Background: an optimization exercise with open tools, aiming at small area, a short achievable clock period and few clock cycles per item. Do not read the settings as production practice. In this exercise RTL edits were held to simulation tests only and were not proved equivalent to the original.

==> juniper <==
==> flow/design.v <==
module decconv_nd_rom (
  input  wire [7:0] l,
  output reg  [5:0] nd
);
  always @(*) begin
    case (l)
      8'd0: nd = 6'd1;
      8'd1: nd = 6'd1;
      8'd2: nd = 6'd1;
      8'd3: nd = 6'd1;
      8'd4: nd = 6'd2;
      8'd5: nd = 6'd2;
      8'd6: nd = 6'd2;
      8'd7: nd = 6'd3;
      8'd8: nd = 6'd3;
      8'd9: nd = 6'd3;
      8'd10: nd = 6'd4;
      8'd11: nd = 6'd4;
      8'd12: nd = 6'd4;
      8'd13: nd = 6'd4;
      8'd14: nd = 6'd5;
      8'd15: nd = 6'd5;
      8'd16: nd = 6'd5;
      8'd17: nd = 6'd6;
      8'd18: nd = 6'd6;
      8'd19: nd = 6'd6;
      8'd20: nd = 6'd7;
      8'd21: nd = 6'd7;
      8'd22: nd = 6'd7;
      8'd23: nd = 6'd7;
      8'd24: nd = 6'd8;
      8'd25: nd = 6'd8;
      8'd26: nd = 6'd8;
      8'd27: nd = 6'd9;
      8'd28: nd = 6'd9;
      8'd29: nd = 6'd9;
      8'd30: nd = 6'd10;
      8'd31: nd = 6'd10;
      8'd32: nd = 6'd10;
      8'd33: nd = 6'd10;
      8'd34: nd = 6'd11;
      8'd35: nd = 6'd11;
      8'd36: nd = 6'd11;
      8'd37: nd = 6'd12;
      8'd38: nd = 6'd12;
      8'd39: nd = 6'd12;
      8'd40: nd = 6'd13;
      8'd41: nd = 6'd13;
      8'd42: nd = 6'd13;
      8'd43: nd = 6'd13;
      8'd44: nd = 6'd14;
      8'd45: nd = 6'd14;
      8'd46: nd = 6'd14;
      8'd47: nd = 6'd15;
      8'd48: nd = 6'd15;
      8'd49: nd = 6'd15;
      8'd50: nd = 6'd16;
      8'd51: nd = 6'd16;
      8'd52: nd = 6'd16;
      8'd53: nd = 6'd16;
      8'd54: nd = 6'd17;
      8'd55: nd = 6'd17;
      8'd56: nd = 6'd17;
      8'd57: nd = 6'd18;
      8'd58: nd = 6'd18;
      8'd59: nd = 6'd18;
      8'd60: nd = 6'd19;
      8'd61: nd = 6'd19;
      8'd62: nd = 6'd19;
      8'd63: nd = 6'd19;
      8'd64: nd = 6'd20;
      8'd65: nd = 6'd20;
      8'd66: nd = 6'd20;
      8'd67: nd = 6'd21;
      8'd68: nd = 6'd21;
      8'd69: nd = 6'd21;
      8'd70: nd = 6'd22;
      8'd71: nd = 6'd22;
      8'd72: nd = 6'd22;
      8'd73: nd = 6'd22;
      8'd74: nd = 6'd23;
      8'd75: nd = 6'd23;
      8'd76: nd = 6'd23;
      8'd77: nd = 6'd24;
      8'd78: nd = 6'd24;
      8'd79: nd = 6'd24;
      8'd80: nd = 6'd25;
      8'd81: nd = 6'd25;
      8'd82: nd = 6'd25;
      8'd83: nd = 6'd25;
      8'd84: nd = 6'd26;
      8'd85: nd = 6'd26;
      8'd86: nd = 6'd26;
      8'd87: nd = 6'd27;
      8'd88: nd = 6'd27;
      8'd89: nd = 6'd27;
      8'd90: nd = 6'd28;
      8'd91: nd = 6'd28;
      8'd92: nd = 6'd28;
      8'd93: nd = 6'd28;
      8'd94: nd = 6'd29;
      8'd95: nd = 6'd29;
      8'd96: nd = 6'd29;
      8'd97: nd = 6'd30;
      8'd98: nd = 6'd30;
      8'd99: nd = 6'd30;
      8'd100: nd = 6'd31;
      8'd101: nd = 6'd31;
      8'd102: nd = 6'd31;
      8'd103: nd = 6'd32;
      8'd104: nd = 6'd32;
      8'd105: nd = 6'd32;
      8'd106: nd = 6'd32;
      8'd107: nd = 6'd33;
      8'd108: nd = 6'd33;
      8'd109: nd = 6'd33;
      8'd110: nd = 6'd34;
      8'd111: nd = 6'd34;
      8'd112: nd = 6'd34;
      8'd113: nd = 6'd35;
      8'd114: nd = 6'd35;
      8'd115: nd = 6'd35;
      8'd116: nd = 6'd35;
      8'd117: nd = 6'd36;
      8'd118: nd = 6'd36;
      8'd119: nd = 6'd36;
      8'd120: nd = 6'd37;
      8'd121: nd = 6'd37;
      8'd122: nd = 6'd37;
      8'd123: nd = 6'd38;
      8'd124: nd = 6'd38;
      8'd125: nd = 6'd38;
      8'd126: nd = 6'd38;
      8'd127: nd = 6'd39;
      8'd128: nd = 6'd39;
      8'd129: nd = 6'd39;
      default: nd = 6'd39;
    endcase
  end
endmodule
module decconv_enc (
  input  wire         clk,
  input  wire         rst_n,
  input  wire         start,
  input  wire         w128,
  input  wire [5:0]   scale,
  input  wire [127:0] a,
  output wire         busy,
  output reg          done,
  output reg          fault,
  output reg  [5:0]   len,
  output wire [327:0] text
);
  localparam integer K   = 8;                  
  localparam integer NW  = (128 + K - 1) / K;  
  localparam integer NB  = NW * K;             
  localparam integer W32 = (32 + K - 1) / K;   
  localparam integer PW  = (NW > 16) ? 5 : 4;  
  localparam [1:0] ST_IDLE  = 2'd0,
                   ST_FETCH = 2'd1,
                   ST_DAB   = 2'd2,
                   ST_FIN   = 2'd3;
  reg [1:0]    state;
  reg [127:0]  b;         
  reg          w_r;
  reg          neg;
  reg [5:0]    s_r;
  reg [PW-1:0] p;         
  reg          lastw;     
  reg [K-1:0]  w;         
  reg [5:0]    c;         
  reg          uflag;     
  reg [5:0]    ds;        
  reg [163:0]  r;         
  assign busy = (state != ST_IDLE);
  wire neg_in = w128 ? a[127] : a[31];
  reg [NB-1:0] ax;
  reg [NW-1:0] need;
  reg [PW-1:0] p0;
  integer q1, i1;
  always @(*) begin
    for (i1 = 0; i1 < NB; i1 = i1 + 1) begin
      if (i1 >= 128)
        ax[i1] = neg_in;
      else if (i1 >= 32 && i1 < W32 * K)
        ax[i1] = w128 ? a[i1] : a[31];
      else
        ax[i1] = a[i1];
    end
    for (q1 = 0; q1 < NW; q1 = q1 + 1) begin
      if (q1 == 0)
        need[q1] = neg_in ? ~&ax[K-1:0] : |ax[K-1:0];
      else
        need[q1] = neg_in ? ~&ax[K*q1+K-1 -: K+1] : |ax[K*q1 +: K];
      if (q1 >= W32)
        need[q1] = need[q1] & w128;
    end
    p0 = {PW{1'b0}};
    for (q1 = 1; q1 < NW; q1 = q1 + 1)
      if (need[q1]) p0 = q1[PW-1:0];
  end
  wire bad_s = (scale > (w128 ? 6'd38 : 6'd9));
  reg [NB-1:0] bx;
  reg [NW-1:0] wnz;
  reg          lo;
  reg [K-1:0]  rw;
  reg          bb;
  reg [K-1:0]  mw;
  reg          run;
  integer j2, i2, q2, j3, i4;
  always @(*) begin
    for (i2 = 0; i2 < NB; i2 = i2 + 1) begin
      if (i2 >= 128)
        bx[i2] = neg;
      else if (i2 >= 32 && i2 < W32 * K)
        bx[i2] = w_r ? b[i2] : b[31];
      else
        bx[i2] = b[i2];
    end
    for (q2 = 0; q2 < NW; q2 = q2 + 1)
      wnz[q2] = |bx[K*q2 +: K];
    lo = 1'b0;
    for (q2 = 0; q2 < NW; q2 = q2 + 1)
      if (q2 < p) lo = lo | wnz[q2];
    rw = bx[K*p +: K];
    bb = (p == {PW{1'b0}}) ? 1'b1 : bx[K*p - 1];
    run = lo;
    for (j2 = 0; j2 < K; j2 = j2 + 1) begin
      mw[j2] = rw[j2] ^ (neg & run);
      run   = run | rw[j2];
    end
  end
  localparam integer NT = ((K + 1) * 30103) / 100000 + 1;   
  function integer nd_f(input integer l);
    begin
      nd_f = (l * 30103) / 100000 + 1;
    end
  endfunction
  reg [K:0]  hx;
  reg [4:0]  hp;
  always @(*) begin
    hx = neg ? ~{rw, bb} : {rw, 1'b0};
    hp = 5'd0;
    for (j3 = 0; j3 <= K; j3 = j3 + 1)
      if (hx[j3]) hp = j3[4:0];
  end
  function integer th_f(input integer pw, input integer idx);
    integer n, m, xv;
    begin
      n = 0;
      for (xv = 1; xv <= K + 1; xv = xv + 1)
        if (nd_f(pw * K + xv) != nd_f(pw * K + xv - 1)) n = n + 1;
      th_f = 0;
      m = NT - n;
      for (xv = 1; xv <= K + 1; xv = xv + 1)
        if (nd_f(pw * K + xv) != nd_f(pw * K + xv - 1)) begin
          if (m == idx) th_f = xv;
          m = m + 1;
        end
    end
  endfunction
  reg [4:0]  th  [0:NT-1];
  reg [5:0]  ckc [0:NT];
  integer    pp, ng;
  always @(*) begin
    for (i4 = 0; i4 < NT; i4 = i4 + 1) th[i4] = 5'd0;
    for (i4 = 0; i4 <= NT; i4 = i4 + 1) ckc[i4] = 6'd0;
    for (pp = 0; pp < NW; pp = pp + 1)
      for (ng = 0; ng < 2; ng = ng + 1)
        if (p == pp && neg == ng) begin
          for (i4 = 0; i4 < NT; i4 = i4 + 1)
            th[i4] = (th_f(pp, i4) == 0) ? 0 : th_f(pp, i4) - ng;
          for (i4 = 0; i4 <= NT; i4 = i4 + 1)
            ckc[i4] = 40 - nd_f(pp * K + K + 1) + i4;
        end
  end
  wire [5:0] ys1 = 6'd39 - s_r;
  reg  [5:0] cand [0:NT];
  reg  [39:0] ohc [0:NT];
  reg  [NT:0] ltk;
  reg  [NT:0] sel;
  reg  [39:0] inj_new;
  reg  [5:0] c_new;
  reg        nd_gt;
  integer    kk, ks;
  always @(*) begin
    for (kk = 0; kk <= NT; kk = kk + 1) begin
      ltk[kk]  = (ckc[kk] < ys1);
      cand[kk] = (ltk[kk] ? ckc[kk] : ys1) - {5'd0, neg};
      for (ks = 0; ks < 40; ks = ks + 1)
        ohc[kk][ks] = (cand[kk] == ks);
      sel[kk]  = (kk == NT || hp >= th[NT-1-kk]) && (kk == 0 || hp < th[NT-kk]);
    end
    inj_new = 40'd0;
    c_new   = 6'd0;
    nd_gt   = 1'b0;
    for (kk = 0; kk <= NT; kk = kk + 1)
      if (sel[kk]) begin
        inj_new = inj_new | ohc[kk];
        c_new   = c_new | cand[kk];
        nd_gt   = nd_gt | ltk[kk];
      end
  end
  function [3:0] stp(input [3:0] s, input cin);
    reg h, q, y1, y0;
    begin
      {h, q, y1, y0} = s;
      stp[3] = (q & y1 & cin) | (~h & q & y1) | (~h & y1 & cin) | (h & ~y1 & ~y0) | (~h & y0);
      stp[2] = cin;
      stp[1] = h ^ q;
      stp[0] = y1 & ~(h ^ q);
    end
  endfunction
  localparam [3:0] C_MINUS = 4'b0111,
                   C_DOT   = 4'b0011;
  function [4:0] chr(input [3:0] s);
    reg h, q, y1, y0;
    begin
      {h, q, y1, y0} = s;
      chr[4] = ~(y1 & y0);
      chr[3] = (y1 & y0) | (h & ~y1 & ~y0);
      chr[2] = (h & y1) | y0;
      chr[1] = (~q & y1) | (y1 & ~y0);
      chr[0] = q;
    end
  endfunction
  reg [39:0]  inj;       
  reg [159:0] x;
  reg [159:0] xn;
  reg         cy;
  integer t, k;
  always @(*) begin
    x = r[159:0];
    for (t = 0; t < K; t = t + 1) begin
      cy = 1'b0;
      for (k = 0; k < 40; k = k + 1) begin
        xn[4*k +: 4] = stp(x[4*k +: 4], cy | (inj[k] & w[K-1-t]));
        cy = x[4*k+3];
      end
      x = xn;
    end
  end
  wire u = uflag & (neg ? (r[155:152] == 4'd0) : (r[159:156] == 4'd0));
  reg [40:0]  gt;       
  reg [40:0]  f;
  reg [40:0]  pf;
  reg [40:0]  vfin;
  reg [5:0]   e;
  reg [163:0] rf;
  reg [3:0]   src0, src1, src2;
  integer s, d;
  always @(*) begin
    for (s = 0; s < 41; s = s + 1)
      gt[s] = (s > ds);
    for (s = 0; s < 41; s = s + 1)
      f[s] = ((s < 40) && (r[4*s +: 4] != 4'd0) && !gt[s] && (s != ds)) || (s == ds + 1);
    e = 6'd40;
    for (s = 40; s >= 0; s = s - 1)
      if (f[s]) e = s[5:0];
    pf = f;
    for (d = 1; d < 41; d = d * 2)
      pf = pf | (pf << d);
    vfin = u ? (pf << 1) : pf;
    for (s = 0; s < 41; s = s + 1) begin
      src0 = (s < 40) ? r[4*s +: 4] : 4'd0;
      src1 = (s >= 1) ? r[4*(s-1) +: 4] : 4'd0;
      src2 = (s >= 2) ? r[4*(s-2) +: 4] : 4'd0;
      if (s == 40 && neg)
        rf[4*s +: 4] = C_MINUS;
      else if (!u) begin
        if (gt[s])          rf[4*s +: 4] = src1;
        else if (s == ds)   rf[4*s +: 4] = C_DOT;
        else                rf[4*s +: 4] = src0;
      end else begin
        if ((s >= 1) && gt[s-1])  rf[4*s +: 4] = src2;
        else if (gt[s])           rf[4*s +: 4] = C_DOT;
        else                      rf[4*s +: 4] = src1;
      end
    end
  end
  wire [5:0] len_fin = 6'd41 - {5'd0, u} - e;
  reg  [40:0] vm;       
  always @(posedge clk) begin
    if (!rst_n) begin
      state <= ST_IDLE;
      done  <= 1'b0;
    end else begin
      done <= 1'b0;
      case (state)
        ST_IDLE: begin
          if (start) begin
            if (bad_s) begin
              fault <= 1'b1;
              len   <= 6'd0;
              vm    <= 41'd0;
              done  <= 1'b1;
            end else begin
              fault <= 1'b0;
              state <= ST_FETCH;
            end
          end
        end
        ST_FETCH: state <= ST_DAB;
        ST_DAB:   if (lastw) state <= ST_FIN;
        default: begin
          len   <= len_fin;
          vm    <= vfin;
          done  <= 1'b1;
          state <= ST_IDLE;
        end
      endcase
    end
  end
  always @(posedge clk) begin
    case (state)
      ST_IDLE: begin
        b   <= a;
        w_r <= w128;
        neg <= neg_in;
        s_r <= scale;
        p   <= p0;
      end
      ST_FETCH: begin
        w     <= mw;
        lastw <= (p == {PW{1'b0}});
        p     <= p - 1'b1;
        inj   <= inj_new;
        c     <= c_new;
        uflag <= nd_gt;
        r     <= 164'd0;
      end
      ST_DAB: begin
        w     <= mw;
        lastw <= (p == {PW{1'b0}});
        p     <= p - 1'b1;
        ds    <= c + s_r;
        r[159:0] <= x;
      end
      default: begin
        r <= rf;
      end
    endcase
  end
  genvar gi;
  generate
    for (gi = 0; gi < 41; gi = gi + 1) begin : g_txt
      wire [4:0] ch = chr(r[4*(40-gi) +: 4]);
      assign text[8*gi +: 8] = vm[40-gi] ? {2'b00, 1'b1, ch} : 8'h00;
    end
  endgenerate
endmodule
==> flow/run.sh <==
#!/bin/bash
# synth_recipe.tcl (not shown) runs the flow's synth.tcl, then flattens the netlist and writes it again
# the make line also repeats each setting of config.mk as NAME=value (left out here)
make -C /OpenROAD-flow-scripts/flow DESIGN_CONFIG=/design/flow/config.mk WORK_HOME=/design/flow/orfs CLKGATE_MAP_FILE= SYNTH_SCRIPT=/design/flow/synth_recipe.tcl finish
==> flow/config.mk <==
export PLATFORM = sky130hd
export DESIGN_NAME = decconv_enc
export DESIGN_NICKNAME = decconv_enc
export VERILOG_FILES = /design/flow/design.v
export SDC_FILE = /design/flow/constraint.sdc
export NUM_CORES = 4
export LEC_CHECK = 0
export ABC_AREA = 1
export CAP_MARGIN = 20
export CORE_MARGIN = 2
export CORE_UTILIZATION = 55
export PLACE_DENSITY = 0.75
export SLEW_MARGIN = 20
export SYNTH_MEMORY_MAX_BITS = 16384
==> flow/constraint.sdc <==
create_clock -name core_clock -period 10.0 [get_ports {clk}]
set_input_delay 2.0000 -clock core_clock [delete_from_list [all_inputs] [get_ports {clk}]]
set_output_delay 2.0000 -clock core_clock [all_outputs]
set_load 0.01 [all_outputs]
==> quartz: changes against juniper <==
--- a/flow/design.v
+++ b/flow/design.v
@@ -178,25 +178,25 @@
   reg [NW-1:0] need;
   reg [PW-1:0] p0;
-  integer q1, i1;
+  integer q, i;
   always @(*) begin
-    for (i1 = 0; i1 < NB; i1 = i1 + 1) begin
-      if (i1 >= 128)
-        ax[i1] = neg_in;
-      else if (i1 >= 32 && i1 < W32 * K)
-        ax[i1] = w128 ? a[i1] : a[31];
+    for (i = 0; i < NB; i = i + 1) begin
+      if (i >= 128)
+        ax[i] = neg_in;
+      else if (i >= 32 && i < W32 * K)
+        ax[i] = w128 ? a[i] : a[31];
       else
-        ax[i1] = a[i1];
+        ax[i] = a[i];
     end
-    for (q1 = 0; q1 < NW; q1 = q1 + 1) begin
-      if (q1 == 0)
-        need[q1] = neg_in ? ~&ax[K-1:0] : |ax[K-1:0];
+    for (q = 0; q < NW; q = q + 1) begin
+      if (q == 0)
+        need[q] = neg_in ? ~&ax[K-1:0] : |ax[K-1:0];
       else
-        need[q1] = neg_in ? ~&ax[K*q1+K-1 -: K+1] : |ax[K*q1 +: K];
-      if (q1 >= W32)
-        need[q1] = need[q1] & w128;
+        need[q] = neg_in ? ~&ax[K*q+K-1 -: K+1] : |ax[K*q +: K];
+      if (q >= W32)
+        need[q] = need[q] & w128;
     end
     p0 = {PW{1'b0}};
-    for (q1 = 1; q1 < NW; q1 = q1 + 1)
-      if (need[q1]) p0 = q1[PW-1:0];
+    for (q = 1; q < NW; q = q + 1)
+      if (need[q]) p0 = q[PW-1:0];
   end
   wire bad_s = (scale > (w128 ? 6'd38 : 6'd9));
@@ -208,25 +208,25 @@
   reg [K-1:0]  mw;
   reg          run;
-  integer j2, i2, q2, j3, i4;
+  integer j;
   always @(*) begin
-    for (i2 = 0; i2 < NB; i2 = i2 + 1) begin
-      if (i2 >= 128)
-        bx[i2] = neg;
-      else if (i2 >= 32 && i2 < W32 * K)
-        bx[i2] = w_r ? b[i2] : b[31];
+    for (i = 0; i < NB; i = i + 1) begin
+      if (i >= 128)
+        bx[i] = neg;
+      else if (i >= 32 && i < W32 * K)
+        bx[i] = w_r ? b[i] : b[31];
       else
-        bx[i2] = b[i2];
+        bx[i] = b[i];
     end
-    for (q2 = 0; q2 < NW; q2 = q2 + 1)
-      wnz[q2] = |bx[K*q2 +: K];
+    for (q = 0; q < NW; q = q + 1)
+      wnz[q] = |bx[K*q +: K];
     lo = 1'b0;
-    for (q2 = 0; q2 < NW; q2 = q2 + 1)
-      if (q2 < p) lo = lo | wnz[q2];
+    for (q = 0; q < NW; q = q + 1)
+      if (q < p) lo = lo | wnz[q];
     rw = bx[K*p +: K];
     bb = (p == {PW{1'b0}}) ? 1'b1 : bx[K*p - 1];
     run = lo;
-    for (j2 = 0; j2 < K; j2 = j2 + 1) begin
-      mw[j2] = rw[j2] ^ (neg & run);
-      run   = run | rw[j2];
+    for (j = 0; j < K; j = j + 1) begin
+      mw[j] = rw[j] ^ (neg & run);
+      run   = run | rw[j];
     end
   end
@@ -239,9 +239,11 @@
   reg [K:0]  hx;
   reg [4:0]  hp;
+  reg [4:0]  xb;
   always @(*) begin
     hx = neg ? ~{rw, bb} : {rw, 1'b0};
     hp = 5'd0;
-    for (j3 = 0; j3 <= K; j3 = j3 + 1)
-      if (hx[j3]) hp = j3[4:0];
+    for (j = 0; j <= K; j = j + 1)
+      if (hx[j]) hp = j[4:0];
+    xb = hp + {4'd0, neg};
   end
   function integer th_f(input integer pw, input integer idx);
@@ -260,54 +262,44 @@
     end
   endfunction
-  reg [4:0]  th  [0:NT-1];
-  reg [5:0]  ckc [0:NT];
-  integer    pp, ng;
+  reg [5:0]  base;             
+  reg [4:0]  th [0:NT-1];      
+  integer    pp;
   always @(*) begin
-    for (i4 = 0; i4 < NT; i4 = i4 + 1) th[i4] = 5'd0;
-    for (i4 = 0; i4 <= NT; i4 = i4 + 1) ckc[i4] = 6'd0;
+    base = 6'd0;
+    for (i = 0; i < NT; i = i + 1) th[i] = 5'd0;
     for (pp = 0; pp < NW; pp = pp + 1)
-      for (ng = 0; ng < 2; ng = ng + 1)
-        if (p == pp && neg == ng) begin
-          for (i4 = 0; i4 < NT; i4 = i4 + 1)
-            th[i4] = (th_f(pp, i4) == 0) ? 0 : th_f(pp, i4) - ng;
-          for (i4 = 0; i4 <= NT; i4 = i4 + 1)
-            ckc[i4] = 40 - nd_f(pp * K + K + 1) + i4;
-        end
+      if (p == pp) begin
+        base = nd_f(pp * K + K + 1);
+        for (i = 0; i < NT; i = i + 1) th[i] = th_f(pp, i);
+      end
   end
-  wire [5:0] ys1 = 6'd39 - s_r;
-  reg  [5:0] cand [0:NT];
-  reg  [39:0] ohc [0:NT];
-  reg  [NT:0] ltk;
-  reg  [NT:0] sel;
-  reg  [39:0] inj_new;
+  wire [6:0] cb  = 7'd40 - {6'd0, neg} - {1'b0, base};
+  wire [6:0] ys  = 7'd39 - {6'd0, neg} - {1'b0, s_r};
   reg  [5:0] c_new;
   reg        nd_gt;
-  integer    kk, ks;
+  reg  [6:0] ck;
+  reg        ltk;
+  integer    kk;
   always @(*) begin
+    c_new = 6'd0;
+    nd_gt = 1'b0;
     for (kk = 0; kk <= NT; kk = kk + 1) begin
-      ltk[kk]  = (ckc[kk] < ys1);
-      cand[kk] = (ltk[kk] ? ckc[kk] : ys1) - {5'd0, neg};
-      for (ks = 0; ks < 40; ks = ks + 1)
-        ohc[kk][ks] = (cand[kk] == ks);
-      sel[kk]  = (kk == NT || hp >= th[NT-1-kk]) && (kk == 0 || hp < th[NT-kk]);
-    end
-    inj_new = 40'd0;
-    c_new   = 6'd0;
-    nd_gt   = 1'b0;
-    for (kk = 0; kk <= NT; kk = kk + 1)
-      if (sel[kk]) begin
-        inj_new = inj_new | ohc[kk];
-        c_new   = c_new | cand[kk];
-        nd_gt   = nd_gt | ltk[kk];
+      ck  = cb + kk;
+      ltk = (ck < ys);
+      if ((kk == NT || xb >= th[NT-1-kk]) && (kk == 0 || xb < th[NT-kk])) begin
+        c_new = ltk ? ck[5:0] : ys[5:0];
+        nd_gt = ltk;
       end
+    end
   end
   function [3:0] stp(input [3:0] s, input cin);
-    reg h, q, y1, y0;
+    reg h, p, y1, y0, n1;
     begin
-      {h, q, y1, y0} = s;
-      stp[3] = (q & y1 & cin) | (~h & q & y1) | (~h & y1 & cin) | (h & ~y1 & ~y0) | (~h & y0);
+      {h, p, y1, y0} = s;
+      n1     = (~h & ~p & y0) | (h & p & ~y1 & ~y0);
+      stp[3] = (~h & ((p & y0) | y1)) | (h & y0) | (n1 & cin);
       stp[2] = cin;
-      stp[1] = h ^ q;
-      stp[0] = y1 & ~(h ^ q);
+      stp[1] = n1;
+      stp[0] = (~h & ((p & ~y0) | y1)) | (h & ~(p ^ y0));
     end
   endfunction
@@ -315,15 +307,15 @@
                    C_DOT   = 4'b0011;
   function [4:0] chr(input [3:0] s);
-    reg h, q, y1, y0;
+    reg h, p, y1, y0;
     begin
-      {h, q, y1, y0} = s;
+      {h, p, y1, y0} = s;
       chr[4] = ~(y1 & y0);
-      chr[3] = (y1 & y0) | (h & ~y1 & ~y0);
-      chr[2] = (h & y1) | y0;
-      chr[1] = (~q & y1) | (y1 & ~y0);
-      chr[0] = q;
+      chr[3] = y0 & (h | y1);
+      chr[2] = (~h & y1) | (h & ~y0);
+      chr[1] = (~h & y0 & ~(y1 & p)) | (h & ~y1 & ~y0);
+      chr[0] = p;
     end
   endfunction
-  reg [39:0]  inj;       
+  reg [39:0]  inj;
   reg [159:0] x;
   reg [159:0] xn;
@@ -331,4 +323,6 @@
   integer t, k;
   always @(*) begin
+    for (k = 0; k < 40; k = k + 1)
+      inj[k] = (c == k);
     x = r[159:0];
     for (t = 0; t < K; t = t + 1) begin
@@ -344,10 +338,8 @@
   reg [40:0]  gt;       
   reg [40:0]  f;
-  reg [40:0]  pf;
-  reg [40:0]  vfin;
   reg [5:0]   e;
   reg [163:0] rf;
   reg [3:0]   src0, src1, src2;
-  integer s, d;
+  integer s;
   always @(*) begin
     for (s = 0; s < 41; s = s + 1)
@@ -358,8 +350,4 @@
     for (s = 40; s >= 0; s = s - 1)
       if (f[s]) e = s[5:0];
-    pf = f;
-    for (d = 1; d < 41; d = d * 2)
-      pf = pf | (pf << d);
-    vfin = u ? (pf << 1) : pf;
     for (s = 0; s < 41; s = s + 1) begin
       src0 = (s < 40) ? r[4*s +: 4] : 4'd0;
@@ -380,5 +368,4 @@
   end
   wire [5:0] len_fin = 6'd41 - {5'd0, u} - e;
-  reg  [40:0] vm;       
   always @(posedge clk) begin
     if (!rst_n) begin
@@ -393,5 +380,4 @@
               fault <= 1'b1;
               len   <= 6'd0;
-              vm    <= 41'd0;
               done  <= 1'b1;
             end else begin
@@ -405,5 +391,4 @@
         default: begin
           len   <= len_fin;
-          vm    <= vfin;
           done  <= 1'b1;
           state <= ST_IDLE;
@@ -425,5 +410,4 @@
         lastw <= (p == {PW{1'b0}});
         p     <= p - 1'b1;
-        inj   <= inj_new;
         c     <= c_new;
         uflag <= nd_gt;
@@ -446,5 +430,6 @@
     for (gi = 0; gi < 41; gi = gi + 1) begin : g_txt
       wire [4:0] ch = chr(r[4*(40-gi) +: 4]);
-      assign text[8*gi +: 8] = vm[40-gi] ? {2'b00, 1'b1, ch} : 8'h00;
+      wire       v  = (len > gi);
+      assign text[8*gi +: 8] = v ? {2'b00, 1'b1, ch} : 8'h00;
     end
   endgenerate
CORE_UTILIZATION = 40   (was 55)
PLACE_DENSITY = default   (was 0.75)
==> qor summary <==
item	quartz	juniper
Outcome	finished clean	finished clean
Worst-path maximum fanout	15	39
Hold_sp	state[0]	r[47]
Routed length on met3	19.4 mm	17.0 mm
FF-to-FF path depth	29	26
Number of antenna violations at the first check in global routing	12	5
Via count of the first global-routing pass	57200	50100
Final RePlAce weighted congestion	0.985	0.999
Post-synthesis instance area	57200 sq um	51200 sq um
Post-route worst setup slack	2.97 ns	3.51 ns
Data-path buffer share of cell area in the final layout	6.72%	7.32%
Post-placement cell area	62900 sq um	55600 sq um
Flops & latches, synth	335	416
Number of buffers added by the clock tree synthesis step	45	47
Register area share after synthesis	17.5%	24.3%
Detailed Route WL	225 mm	185 mm
Metal1 wirelength	91.2 mm	75.0 mm
Slowest-stage cell, CP	nor2_1	clkinv_1
Transition time at the pin with the least slew margin	1.24 ns	1.11 ns
Critical path type	reg2out	reg2reg
Clock buffer instance count of the final layout	49	52
Logic depth of the worst setup path including buffers	12	26
Testbench counts of juniper, summed over its fixed seeds: cycles 9,750, items 960.
Testbench counts of quartz, summed over its fixed seeds: cycles 9,750, items 960.

-- separate check: timing with driven ports --
The flow's constraints put no driver on any port. The routed layouts listed below were extracted and timed again, unchanged, in two steps.
Step 1: set_driving_cell puts a clkbuf_16 on clk and a buf_2 on each other input, an assumption about the parent block.
Step 2 adds t to the input delays and takes it off the output delays; t is the mean of the earliest and latest rising clock arrival at the registers after step 1. Input paths then give back, and output paths get back, about the clock's delay inside the block.
a / b / c = ideal / step 1 / step 2; a / b = the first two.
| run | t (ns) | setup slack, ns | worst setup path at the end | worst register clock-pin slew, ns |
|---|---|---|---|---|
| juniper | 0.681 | 3.511 / 3.511 / 3.511 | register to register | 0.07 / 0.07 |
| quartz | 0.694 | 2.967 / 2.897 / 3.131 | register to register | 0.07 / 0.07 |
After both steps every run listed still meets setup and hold.
